Background: an optimization exercise with open tools, aiming at small area, a short achievable clock period and few clock cycles per item. Do not read the settings as production practice.
Function was checked by simulation only, so behaviour that the tests miss may differ from the original.
Power and IR drop assume default switching activity.

## build 19
// tc_uplink_codec
module tc_uplink_codec (
    input  wire        clk,
    input  wire        rst_n,
    input  wire        in_valid,
    output reg         in_ready,
    input  wire [7:0]  in_data,
    input  wire        in_last,
    input  wire [1:0]  in_op,
    output reg         out_valid,
    input  wire        out_ready,
    output reg  [7:0]  out_data,
    output reg         out_last,
    output wire [15:0] out_res
);
    localparam [1:0] OP_CRC  = 2'd0;
    localparam [1:0] OP_SCR  = 2'd1;
    localparam [1:0] OP_CLTU = 2'd2;
    localparam [1:0] OP_TC   = 2'd3;
    localparam [2:0] S_IDLE  = 3'd0;
    localparam [2:0] S_SYNC1 = 3'd1;
    localparam [2:0] S_BODY  = 3'd2;
    localparam [2:0] S_FILL  = 3'd3;
    localparam [2:0] S_PAR   = 3'd4;
    localparam [2:0] S_TAIL  = 3'd5;
    localparam [1:0] SRC_DATA  = 2'd0;
    localparam [1:0] SRC_CRCHI = 2'd1;
    localparam [1:0] SRC_CRCLO = 2'd2;
    localparam [1:0] SRC_DONE  = 2'd3;
    function [15:0] crc16_byte;
        input [15:0] c;
        input [7:0]  b;
        integer k;
        reg [15:0] r;
        begin
            r = c ^ {b, 8'h00};
            for (k = 0; k < 8; k = k + 1)
                r = r[15] ? ((r << 1) ^ 16'h1021) : (r << 1);
            crc16_byte = r;
        end
    endfunction
    function [7:0] par_step;
        input [7:0] a;
        input [7:0] b;
        reg [7:0] x;
        begin
            x = a ^ b;
            par_step = {x[6:0], x[7]};
        end
    endfunction
    function [7:0] scr_step;
        input [7:0] y;
        scr_step = {y[0] ^ y[2] ^ y[7], y[4] ^ y[7], y[3] ^ y[6], y[2] ^ y[5],
                    y[1] ^ y[4], y[0] ^ y[3], y[0] ^ y[7], y[1] ^ y[4] ^ y[7]};
    endfunction
    reg [2:0]  state;
    reg [1:0]  op;
    reg [1:0]  src;
    reg        first;      
    reg [15:0] res;        
    reg        carry;      
  ...
make LEC_CHECK=0 ABC_AREA=1 CAP_MARGIN=20 CORE_MARGIN=2 CORE_UTILIZATION=40 PLACE_DENSITY=0.6 SETUP_SLACK_MARGIN=3.0 SLEW_MARGIN=20 finish   # period 5.0 ns
run.sh (not shown) runs the stock make flow with config.mk's settings and CLKGATE_MAP_FILE= SYNTH_SCRIPT=/design/flow/synth_recipe.tcl, a recipe that flattens the netlist after the stock synthesis.
Testbench counts of build 19, summed over its fixed seeds: cycles 19,099, bytes 15,499.
The following lists how build 15 was set up differently from build 19:
Settings: SETUP_SLACK_MARGIN now 2.8, was 3.0.
==> flow/flow/run.sh (new file) <==
#!/bin/bash
# Standard layout, with plain buffers (not delay cells) on the ports.
set -euo pipefail
export RECOVER_POWER=100
export BUFFER_PORTS_ARGS="-buffer_cell sky130_fd_sc_hd__buf_2"
bash standard.sh > standard.log 2>&1
==> flow/standard.sh (new file) <==
#!/bin/bash
# synth_recipe.tcl (not shown) runs the flow's synth.tcl, then flattens the netlist and writes it again
# the make line also repeats each setting of config.mk as NAME=value (left out here)
make -C /OpenROAD-flow-scripts/flow DESIGN_CONFIG=/design/flow/config.mk WORK_HOME=/design/flow/orfs CLKGATE_MAP_FILE= SYNTH_SCRIPT=/design/flow/synth_recipe.tcl "${@:-finish}"
removed: flow/run.sh
[summary]
- Build 15 went all the way through the flow, and no timing, DRC or antenna check failed.
- Register fraction of the total cell area in build 15 is 4.5 points higher than in build 19
- Largest stage delay on the critical path for build 15 is higher than for build 19.
- Going from build 19 to build 15, setup slack went down by 1.08 ns; power density normalized to cell area went down by 1.2%; sequential cell fraction of total power went up by 7.5 points.
For build 83, these inputs were changed with respect to build 15:
==> flow/run.sh (new file) <==
#!/bin/bash
# synth_recipe.tcl (not shown) runs the flow's synth.tcl, then flattens the netlist and writes it again
# the make line also repeats each setting of config.mk as NAME=value (left out here)
make -C /OpenROAD-flow-scripts/flow DESIGN_CONFIG=/design/flow/config.mk WORK_HOME=/design/flow/orfs CLKGATE_MAP_FILE= SYNTH_SCRIPT=/design/flow/synth_recipe.tcl finish
removed: flow/flow/run.sh
removed: flow/standard.sh
Results
- Build 83: flow completed, timing, DRC and antenna clean
- Between build 15 and build 83, fraction of met1 tracks used by global routing is lower for build 83, build 15 comes in above that.
- From build 83 to build 15, synthesized flop and latch total did not move at all.
- The first-iteration DRC count of build 83 is lower than that of build 15.
- Taking build 15 as the reference, in build 83 total power draw increased by about 8% relative to the old numbers, number of global-route vias before repair picked up an extra 78, number of synthesized flops with an enable pin neither gained nor lost much.
- Post-layout minimum cycle time in build 83 is 1.01 ns below build 15.
- Build 15 has lower buffer share of cell area than build 83.
Inputs modified between build 83 and build 87:
==> flow/flow/run.sh (new file) <==
#!/bin/bash
# The standard layout (standard.sh) with two changes:
#  - plain buffers, not delay cells, on the ports;
#  - synthesis maps the logic with the ABC script in flow/map.abc (an
#    area-recovering mapping) in place of ORFS's. Every other synthesis step,
#    and so every register, is the standard synthesis's.
# Logs: standard.log here, and ORFS's own logs under orfs/logs.
set -euo pipefail
here=$(pwd)
export BUFFER_PORTS_ARGS="-buffer_cell sky130_fd_sc_hd__buf_2"
{
  head -n 1 synth_recipe.tcl
  cat <<EOT
proc abc {args} {
  set i [lsearch -exact \$args -script]
  if {\$i >= 0} { set args [lreplace \$args [expr {\$i + 1}] [expr {\$i + 1}] $here/flow/map.abc] }
  yosys abc {*}\$args
}
EOT
  tail -n +2 synth_recipe.tcl
} > my_synth.tcl
sed "s|SYNTH_SCRIPT=[^ ]*|SYNTH_SCRIPT=$here/my_synth.tcl|" standard.sh > my_standard.sh
bash my_standard.sh > standard.log 2>&1
==> flow/flow/map.abc (new file) <==
strash; &get -n; &dch -f; &nf -R 1000; &put
==> flow/standard.sh (new file) <==
#!/bin/bash
# synth_recipe.tcl (not shown) runs the flow's synth.tcl, then flattens the netlist and writes it again
# the make line also repeats each setting of config.mk as NAME=value (left out here)
make -C /OpenROAD-flow-scripts/flow DESIGN_CONFIG=/design/flow/config.mk WORK_HOME=/design/flow/orfs CLKGATE_MAP_FILE= SYNTH_SCRIPT=/design/flow/synth_recipe.tcl "${@:-finish}"
removed: flow/run.sh
--- outcome ---
Average footprint of a synthesized cell of build 87 exceeds that of build 83 by more than 10%. Build 87 against build 83: cell count fell by 125, post-placement cell count saw a decrease, total detailed-routing wirelength grew by about 0.5%. sky130_fd_sc_hd__clkdlybuf4s50_1 as the slowest library cell on the worst path was reported by build 83, and sky130_fd_sc_hd__o21ai_4 by build 87.
diff inputs: build 87 => build 5
Settings: swapping 40 for 60 in CORE_UTILIZATION; swapping 0.6 for 0.8 in PLACE_DENSITY.
==> flow/flow/run.sh <==
#!/bin/bash
# Standard layout, with plain buffers (not delay cells) on the ports.
set -euo pipefail
export BUFFER_PORTS_ARGS="-buffer_cell sky130_fd_sc_hd__buf_2"
bash standard.sh > standard.log 2>&1
removed: flow/flow/map.abc
[summary]
- From build 87 to build 5 the numbers moved as follows: power went down; storage element area went down; clock network fraction of total power increased by 1.1 points relative to the old numbers; simple-gate area share of the yosys netlist climbed 14 points; detailed-routing wirelength on met1 decreased by 380 um relative to the old numbers.
- The higher number of buffers and inverters on the critical path came out of build 87.

[afterwards: timing with drivers on the ports]
No port has a modelled driver above. Below, the same layouts with a new extraction and two added sets of constraints. Step 1 (the two cells are an assumption about what drives the block):
set clk [get_ports {clk}]
set_driving_cell -lib_cell sky130_fd_sc_hd__clkbuf_16 $clk
set_driving_cell -lib_cell sky130_fd_sc_hd__buf_2 [delete_from_list [all_inputs] $clk]
Step 2 moves the port delays by t, midway between the first and last clock arrival at a register: inputs arrive t later, outputs are due t later. That takes back most of the time a late clock gives input paths. a / b / c = ideal ports / drivers / drivers and shift; a / b = the first two.
| run | shift t [ns] | setup WS [ns] | worst setup path at the end |
|---|---|---|---|
| build 19 | 0.394 | 2.896 / 2.874 / 2.480 | input to register |
| build 15 | 0.372 | 1.821 / 1.827 / 1.455 | input to register |
| build 83 | 0.373 | 2.826 / 2.837 / 2.464 | input to register |
| build 87 | 0.384 | 2.454 / 2.448 / 2.065 | input to register |
| build 5 | 0.388 | 2.788 / 2.792 / 2.404 | input to register |
After both steps every run listed still meets setup and hold. The setup slack of build 19, which loses most, moves by -0.022 ns with the drivers and by -0.416 ns with both steps.
